Source: an optimization exercise on an open RTL-to-GDS flow (aim: small area, a short achievable clock period and few clock cycles). Production flows keep margins and buffers that such runs may drop. Where RTL was checked, it was by simulation tests only, not by an equivalence proof against the original. No activity file was given, so power comes from the tool's default toggle rates.

// nasa_fa
module nasa_fa (
    input  wire       clk,
    input  wire       rst,
    input  wire       in_valid,
    input  wire [7:0] in_data,
    output wire       in_ready,
    output reg        pl_valid,
    output reg  [7:0] pl_data,
    output reg        pl_last,
    output reg        pl_empty
);
export LEC_CHECK = 0
export ABC_CLOCK_PERIOD_IN_PS = 2000
export CAP_MARGIN = 20
export CORE_MARGIN = 2
export CORE_UTILIZATION = 75
export CTS_BUF_LIST = sky130_fd_sc_hd__clkbuf_8
export CTS_CLUSTER_DIAMETER = 60
export CTS_CLUSTER_SIZE = 18
export SLEW_MARGIN = 20
create_clock -name core_clock -period 10.0 [get_ports {clk}]
standard.sh (not shown) runs the stock make flow with config.mk's settings and CLKGATE_MAP_FILE= SYNTH_SCRIPT=/design/flow/synth_recipe.tcl, a recipe that flattens the netlist after the stock synthesis.
==> flow/flow/run.sh <==
#!/bin/bash
# Own flow: the standard layout (standard.sh), unchanged synthesis, with
# two changes for the later steps: the port buffers are buf_4 cells instead
# of the smallest buffer, and timing repair aims at a larger setup margin.
set -euo pipefail
bash standard.sh synth > synth.log 2>&1
export SETUP_SLACK_MARGIN=7
export BUFFER_PORTS_ARGS="-buffer_cell sky130_fd_sc_hd__buf_4"
bash standard.sh > layout.log 2>&1
Testbench counts at the start, summed over its fixed seeds: cycles 18,671.
Next try:
Settings changed: ABC_CLOCK_PERIOD_IN_PS 2000 to 3000, CORE_UTILIZATION 75 to 85.
Outcome:
- This time the run ended with an error in 3_5_place_dp on DPL-0033
- synthesized cell count is unchanged
- synthesized area stays the same


Another version of the RTL of nasa_fa (not shown whole).
Size: about 1900 cells after synthesis.
export LEC_CHECK = 0
export ABC_CLOCK_PERIOD_IN_PS = 3000
export CAP_MARGIN = 20
export CORE_MARGIN = 2
export CORE_UTILIZATION = 40
export SETUP_SLACK_MARGIN = 5
export SLEW_MARGIN = 20
create_clock -name core_clock -period 10.0 [get_ports {clk}]
run.sh (not shown) runs the stock make flow with config.mk's settings and CLKGATE_MAP_FILE= SYNTH_SCRIPT=/design/flow/synth_recipe.tcl, a recipe that flattens the netlist after the stock synthesis.
Stock flow here: none of the scripts above is used.
Edit:
- ABC_CLOCK_PERIOD_IN_PS: 3000 -> not set
- SETUP_SLACK_MARGIN: 5 -> not set
Outcome:
- setup slack is worse by 1.0 ns
- die area is unchanged
- worst hold slack got worse by 0.0097 ns
- cell area shrinks by about 0.8%
- combinational power fell by about 4%
- clock-buffer cell count went down by 7
- clock power barely changes
Function was not checked in any run of this note: the RTL went through the layout flow alone.


nasa_fa, a different RTL version from the one above (not shown whole).
Size in the first run: roughly 1800 cells after synthesis, roughly 1200 flip-flops, ~23 I/O pins.
Design nasa_fa, start of the top module:
module nasa_fa (
    input  wire       clk,
    input  wire       rst,
    input  wire       in_valid,
    input  wire [7:0] in_data,
    output wire       in_ready,
    output reg        pl_valid,
    output reg  [7:0] pl_data,
    output reg        pl_last,
    output reg        pl_empty
);
export LEC_CHECK = 0
export ABC_CLOCK_PERIOD_IN_PS = 3000
export CAP_MARGIN = 20
export CORE_MARGIN = 2
export CORE_UTILIZATION = 40
export SETUP_SLACK_MARGIN = 5
export SLEW_MARGIN = 20
create_clock -name core_clock -period 10.0 [get_ports {clk}]
Testbench counts at the start, summed over its fixed seeds: cycles 18,671.
Rerun with:
Settings changed: CTS_BUF_LIST set to sky130_fd_sc_hd__clkbuf_8, CTS_CLUSTER_DIAMETER set to 60, CTS_CLUSTER_SIZE set to 18.
Global-route usage falls by 0.40 points.
Worst setup slack is better by 0.021 ns.
Synthesized cell count does not change.
Wire length is lower by 3.6%.
Cell count falls by 2.7%.
Maximum frequency increases by 0.58%.
Non-clock buffer count does not change.
Combinational power hardly moves.
Rerun with:
==> flow/flow/run.sh (new file) <==
#!/bin/bash
# Own flow: the standard layout (standard.sh), unchanged synthesis, with
# two changes for the later steps: the port buffers are buf_4 cells instead
# of the smallest buffer, and timing repair aims at a larger setup margin.
set -euo pipefail
bash standard.sh synth > synth.log 2>&1
export SETUP_SLACK_MARGIN=7
export BUFFER_PORTS_ARGS="-buffer_cell sky130_fd_sc_hd__buf_4"
bash standard.sh > layout.log 2>&1
==> flow/standard.sh (new file) <==
#!/bin/bash
# synth_recipe.tcl (not shown) runs the flow's synth.tcl, then flattens the netlist and writes it again
# the make line also repeats each setting of config.mk as NAME=value (left out here)
make -C /OpenROAD-flow-scripts/flow DESIGN_CONFIG=/design/flow/config.mk WORK_HOME=/design/flow/orfs CLKGATE_MAP_FILE= SYNTH_SCRIPT=/design/flow/synth_recipe.tcl "${@:-finish}"
Settings changed: SETUP_SLACK_MARGIN 5 to not set.
removed: flow/run.sh
Effect: Final area goes up by about 0.5%. Wire length goes up by about 2.4%. Area after synthesis stays the same.


## v15
nasa_fa with an RTL version that a note above also has.
==> flow/config.mk <==
export PLATFORM = sky130hd
export DESIGN_NAME = nasa_fa
export DESIGN_NICKNAME = nasa_fa
export VERILOG_FILES = /design/flow/design.v
export SDC_FILE = /design/flow/constraint.sdc
export NUM_CORES = 4
export LEC_CHECK = 0
export ABC_CLOCK_PERIOD_IN_PS = 3000
export CAP_MARGIN = 20
export CORE_MARGIN = 2
export CORE_UTILIZATION = 75
export CTS_BUF_LIST = sky130_fd_sc_hd__clkbuf_8
export CTS_CLUSTER_DIAMETER = 55
export CTS_CLUSTER_SIZE = 20
export SLEW_MARGIN = 20
==> flow/constraint.sdc <==
create_clock -name core_clock -period 10.0 [get_ports {clk}]
set_input_delay 2.0000 -clock core_clock [delete_from_list [all_inputs] [get_ports {clk}]]
set_output_delay 2.0000 -clock core_clock [all_outputs]
set_load 0.01 [all_outputs]
standard.sh (not shown) runs the stock make flow with config.mk's settings and CLKGATE_MAP_FILE= SYNTH_SCRIPT=/design/flow/synth_recipe.tcl, a recipe that flattens the netlist after the stock synthesis.
==> flow/flow/run.sh <==
#!/bin/bash
# Own flow: the standard layout (standard.sh), unchanged synthesis, with
# two changes for the later steps: the port buffers are buf_4 cells instead
# of the smallest buffer, and timing repair aims at a larger setup margin.
set -euo pipefail
bash standard.sh synth > synth.log 2>&1
export SETUP_SLACK_MARGIN=7
export BUFFER_PORTS_ARGS="-buffer_cell sky130_fd_sc_hd__buf_4"
bash standard.sh > layout.log 2>&1
Testbench counts of v15, summed over its fixed seeds: cycles 18,671.
--- input diff v15..v20 ---
Settings: CTS_CLUSTER_DIAMETER now 60, was 55; CTS_CLUSTER_SIZE now 18, was 20; CTS_BUF_LIST now sky130_fd_sc_hd__clkbuf_8 sky130_fd_sc_hd__clkbuf_16, was sky130_fd_sc_hd__clkbuf_8.
==> notes.md <==
- Any difference in logic gate share of total power between v15 and v20 is small enough to ignore.
- Count of non-CTS buffers in the layout on v20 is up relative to v15.
- Comparing v15 against v20, there is no change at all in pin count of the biggest net entering global routing.
- Delta (v20 minus v15): switching portion of total power now sits higher, shortest period the worst path allows went down, minimum setup slack in the final design climbed 0.020 ns.
- Share of final layout cell area taken by clock buffers and inverters in v20 is 3.1 points higher than in v15
- The post-layout total power in v20 is 1.14 times that in v15.
- Cell area | v20 vs v15 | v20 larger
> inputs changed (v20 -> v56)
Settings: CTS_CLUSTER_DIAMETER now 55, was 60; CTS_BUF_LIST now sky130_fd_sc_hd__clkbuf_4 sky130_fd_sc_hd__clkbuf_8, was sky130_fd_sc_hd__clkbuf_8 sky130_fd_sc_hd__clkbuf_16; CTS_CLUSTER_SIZE now 20, was 18.
==> comparison <==
- Relative to v20, the final cell area reported for v56 is lower.
- Comparing v20 and v56, global-route track usage on met1 is lower on v56.
- v20 -> v56: adder-cell share of the synthesized area delta 0, exact match
- NOTE: global-route usage in v56 falls short of that of v20
- NOTE: part of the power in the clock network in v56 falls short of that of v20
What v39 does differently from v56 at the input level:
Settings: changing SLEW_MARGIN from 20 to 0; changing CAP_MARGIN from 20 to 0; changing CTS_BUF_LIST from sky130_fd_sc_hd__clkbuf_4 sky130_fd_sc_hd__clkbuf_8 to sky130_fd_sc_hd__clkbuf_8.
--- outcome ---
v56 → v39: vias after detailed routing +about 0.54%; number of cells on the critical path ~0 delta; utilization ~0 delta; global-route wire length before repair ~0 delta.


the reference run:
The RTL this note starts from:
==> flow/design.v <==
module nasa_fa (
    input  wire       clk,
    input  wire       rst,
    input  wire       in_valid,
    input  wire [7:0] in_data,
    output wire       in_ready,
    output reg        pl_valid,
    output reg  [7:0] pl_data,
    output reg        pl_last,
    output reg        pl_empty
);
    localparam [7:0] STX = 8'h32;
    localparam [7:0] ETX = 8'h34;
    localparam [1:0] S_SRCH = 2'd0, S_L1 = 2'd1, S_L2 = 2'd2, S_BODY = 2'd3;
    localparam [1:0] E_IDLE = 2'd0, E_H1 = 2'd1, E_H2 = 2'd2, E_PAY = 2'd3;
    function [3:0] bcls(input [7:0] b);
        bcls = {(b >= 8'd4) && (b <= 8'd126), b == ETX, b == 8'd0, b == STX};
    endfunction
    function [15:0] crc_step(input [15:0] c_in, input [7:0] b);
        integer i;
        reg [15:0] c;
        begin
            c = c_in ^ {b, 8'h00};
            for (i = 0; i < 8; i = i + 1)
                c = c[15] ? ({c[14:0], 1'b0} ^ 16'h1021) : {c[14:0], 1'b0};
            crc_step = c;
        end
    endfunction
    reg  [1023:0] ring;
    reg  [3:0]    f0;                   
    wire [7:0]    r0   = ring[7:0];
    wire [7:0]    r31  = ring[255:248];
    wire [7:0]    r63  = ring[511:504];
    wire [7:0]    r95  = ring[767:760];
    wire [7:0]    r127 = ring[1023:1016];
    reg           in_ready_q;
    wire          ins = in_valid && in_ready_q;
    always @(posedge clk) begin
        ring <= {ring[1015:0], ins ? in_data : r127};
        f0   <= bcls(ins ? in_data : r127);
    end
    assign in_ready = in_ready_q;
    reg  [6:0]  ph;         
    reg  [6:0]  dt;         
    reg         uany;       
    reg  [6:0]  d;          
    reg         d127;       
    reg  [1:0]  st;
    reg  [6:0]  cs;         
    reg         hi_ok;      
    reg  [6:0]  rem;        
    reg         last_q;     
    reg  [15:0] crc;
    reg         crcz;       
    reg         nv_v;       
    reg         b1_stx, b1_zero, b2_stx;    
    reg  [6:0]  fq0, fq1, fq2, fq3;
    reg  [1:0]  fwp, frp;
    reg  [3:0]  focc;       
    reg  [1:0]  es;
    reg  [1:0]  etap;
    reg  [6:0]  ecnt;
    reg         ezero, eone;    
    wire        fne    = focc[0];
    wire        ffull  = focc[3];
    wire [7:0]  x      = r0;
    wire [3:0]  xf     = f0;
    wire        x_stx  = xf[0];
    wire        x_zero = xf[1];
    wire        x_etx  = xf[2];
    wire        x_len  = xf[3];
    wire        ok_frame = x_etx && crcz;
    wire        body_end = (st == S_BODY) && last_q;
    wire        stall  = ffull && body_end && ok_frame;
    wire        sc_go  = uany && d127 && !stall;
    wire        nv_now   = b2_stx && b1_zero && x_len;
    wire        do_push  = sc_go && body_end && ok_frame;
    wire        jump     = sc_go && body_end && !ok_frame && (nv_v || nv_now);
    wire [6:0]  sp       = ph - 7'd1;
    wire [6:0]  cs_ph    = cs - ph;
    wire [6:0]  dj       = nv_v ? cs_ph : 7'd124;
    reg  [1:0]  st_n;
    reg  [1:0]  cs_sel;     
    always @* begin
        st_n   = st;
        cs_sel = 2'd0;
        if (sc_go) begin
            case (st)
                S_SRCH: if (x_stx) begin cs_sel = 2'd1; st_n = S_L1; end
                S_L1:   st_n = S_L2;
                S_L2: begin
                    if (hi_ok && x_len)  st_n = S_BODY;
                    else if (b1_stx)     begin cs_sel = 2'd2; st_n = S_L2; end
                    else if (x_stx)      begin cs_sel = 2'd1; st_n = S_L1; end
                    else                 st_n = S_SRCH;
                end
                S_BODY: begin
                    if (!last_q)                         st_n = S_BODY;
                    else if (ok_frame || nv_v || nv_now) st_n = S_SRCH;
                    else if (b1_stx)     begin cs_sel = 2'd2; st_n = S_L2; end
                    else if (x_stx)      begin cs_sel = 2'd1; st_n = S_L1; end
                    else                 st_n = S_SRCH;
                end
            endcase
        end
    end
    wire        rebase = ins && !uany;
    wire [6:0]  ph_n   = ph + 7'd1;
    wire        ph_tail = (dt == 7'd0);
    wire        sp_tail = (dt == 7'd1);
    wire        uany_n  = jump || ins || (uany && !(sc_go && sp_tail));
    reg  [7:0]  etb;
    always @* begin
        case (etap)
            2'd0:    etb = r31;
            2'd1:    etb = r63;
            2'd2:    etb = r95;
            default: etb = r127;
        endcase
    end
    reg  [6:0]  front;
    always @* begin
        case (frp)
            2'd0:    front = fq0;
            2'd1:    front = fq1;
            2'd2:    front = fq2;
            default: front = fq3;
        endcase
    end
    wire        e_start = (es == E_IDLE) && fne && (front[4:0] == ph[4:0]);
    wire        e_pop   = (es == E_PAY) && (ezero || eone);
    wire        cand    = (st != S_SRCH);
    wire        empty   = !cand && !uany && !fne;
    wire        jump_mb = (st == S_BODY) && last_q && nv_v;
    wire        nfne_n  = !focc[0] || (!focc[1] && e_pop);
    wire        blk_n   = nfne_n && ((cand && cs_ph == 7'd1) ||
                                     (uany && (d == 7'd1 || jump_mb)));
    wire        in_ready_n = (empty || ins || ph_tail) && !blk_n;
    always @(posedge clk) begin
        if (rst) begin
            ph         <= 7'd0;
            uany       <= 1'b0;
            st         <= S_SRCH;
            focc       <= 4'd0;
            fwp        <= 2'd0;
            frp        <= 2'd0;
            es         <= E_IDLE;
            in_ready_q <= 1'b1;
            pl_valid   <= 1'b0;
            pl_last    <= 1'b0;
            pl_empty   <= 1'b0;
        end else begin
            ph         <= ph_n;
            uany       <= uany_n;
            st         <= st_n;
            in_ready_q <= in_ready_n;
            if (do_push && !e_pop)      focc <= {focc[2:0], 1'b1};
            else if (e_pop && !do_push) focc <= {1'b0, focc[3:1]};
            if (do_push) fwp <= fwp + 2'd1;
            if (e_pop)   frp <= frp + 2'd1;
            pl_valid <= (es == E_PAY);
            pl_last  <= (es == E_PAY) && (ezero || eone);
            pl_empty <= (es == E_PAY) && ezero;
            case (es)
                E_IDLE:  if (e_start) es <= E_H1;
                E_H1:    es <= E_H2;
                E_H2:    es <= E_PAY;
                default: if (ezero || eone) es <= E_IDLE;
            endcase
        end
    end
    always @(posedge clk) begin
        dt <= ins ? 7'd1 : dt + 7'd1;
        if (jump) begin
            d    <= dj;
            d127 <= (dj == 7'd127);
        end else if (sc_go) begin
        end else if (rebase) begin
            d    <= 7'd127;
            d127 <= 1'b1;
        end else begin
            d    <= d - 7'd1;
            d127 <= (d == 7'd0);
        end
        case (cs_sel)
            2'd1: cs <= sp;
            2'd2: cs <= sp - 7'd1;
            default: ;
        endcase
        if (sc_go) begin
            b2_stx  <= b1_stx;
            b1_stx  <= x_stx;
            b1_zero <= x_zero;
            if (st == S_L1 || (cs_sel == 2'd2)) hi_ok <= x_zero;
            if (st == S_L2) begin
                rem    <= x[6:0] - 7'd1;
                last_q <= 1'b0;
                crc    <= 16'd0;
                crcz   <= 1'b1;
                nv_v   <= 1'b0;
            end
            if (st == S_BODY) begin
                if (nv_now) nv_v <= 1'b1;
                crc    <= crc_step(crc, x);
                crcz   <= (crc_step(crc, x) == 16'd0);
                rem    <= rem - 7'd1;
                last_q <= (rem == 7'd2);
            end
        end
        if (do_push) begin
            case (fwp)
                2'd0:    fq0 <= cs;
                2'd1:    fq1 <= cs;
                2'd2:    fq2 <= cs;
                default: fq3 <= cs;
            endcase
        end
        case (es)
            E_IDLE: etap <= ~(front[6:5] - ph[6:5]);
            E_H2: begin
                ecnt  <= etb[6:0] - 7'd4;
                ezero <= (etb == 8'd4);
                eone  <= (etb == 8'd5);
            end
            E_PAY: begin
                ecnt  <= ecnt - 7'd1;
                eone  <= (ecnt == 7'd2);
            end
            default: ;
        endcase
        pl_data <= etb;
    end
endmodule
Settings: LEC_CHECK=0, ABC_CLOCK_PERIOD_IN_PS=6000, CAP_MARGIN=20, CORE_MARGIN=2, CORE_UTILIZATION=75, CTS_BUF_LIST=sky130_fd_sc_hd__clkbuf_8, CTS_CLUSTER_DIAMETER=60, CTS_CLUSTER_SIZE=18, SLEW_MARGIN=20; clock period 10.0 ns.
Scripts as last shown in full above: flow/flow/run.sh
Testbench counts of the reference run, summed over its fixed seeds: cycles 18,671.
Input changes introduced in the trial run (baseline for comparison: the reference run):
Settings: ABC_CLOCK_PERIOD_IN_PS now 3000, was 6000.
Diff the reference run -> the trial run: final area flat; post-route core utilization flat; switching power as a share of total power flat.

re-timing with driven ports:
How much do the figures lean on ideal ports? The routed layouts below were timed once more, with nothing changed but the port constraints. Step 1 (the two cells are an assumption about what drives the block):
set clk [get_ports {clk}]
set_driving_cell -lib_cell sky130_fd_sc_hd__clkbuf_16 $clk
set_driving_cell -lib_cell sky130_fd_sc_hd__buf_2 [delete_from_list [all_inputs] $clk]
Step 2 adds t to the input delays and takes it off the output delays; t is the mean of the earliest and latest rising clock arrival at the registers after step 1. Input paths then give back, and output paths get back, about the clock's delay inside the block. Slacks: ideal ports / drivers / drivers and shift; pairs: ideal ports / drivers.
| run | shift t [ns] | setup slack, ns | worst slew at a driven data input, ns | cell pins on the clock port's net |
|---|---|---|---|---|
| the first run of note 1 | 0.705 | 6.846 / 6.791 / 6.430 | 0.03 | 1 |
| the first run of note 2 | 0.710 | 5.214 / 5.214 / 4.619 | 0.03 | 1 |
| the second run of note 2 | 0.703 | 4.211 / 4.242 / 3.539 | 0.04 | 1 |
| the first run of note 3 | 0.692 | 6.371 / 6.370 / 5.716 | 0.03 | 1 |
| the second run of note 3 | 0.726 | 6.392 / 6.331 / 5.710 | 0.03 | 1 |
| the third run of note 3 | 0.744 | 6.686 / 6.627 / 6.430 | 0.04 | 1 |
| v15 | 0.675 | 6.881 / 6.833 / 6.446 | 0.03 | 1 |
| v20 | 0.662 | 6.901 / 6.844 / 6.490 | 0.03 | 1 |
| v56 | 0.675 | 6.880 / 6.831 / 6.461 | 0.03 | 1 |
| v39 | 0.675 | 6.881 / 6.833 / 6.446 | 0.03 | 1 |
| the reference run | 0.705 | 6.846 / 6.791 / 6.430 | 0.03 | 1 |
| the trial run | 0.705 | 6.846 / 6.791 / 6.430 | 0.03 | 1 |
After both steps every run listed still meets setup and hold. The setup slack of the second run of note 3, which loses most, moves by -0.061 ns with the drivers and by -0.682 ns with both steps.
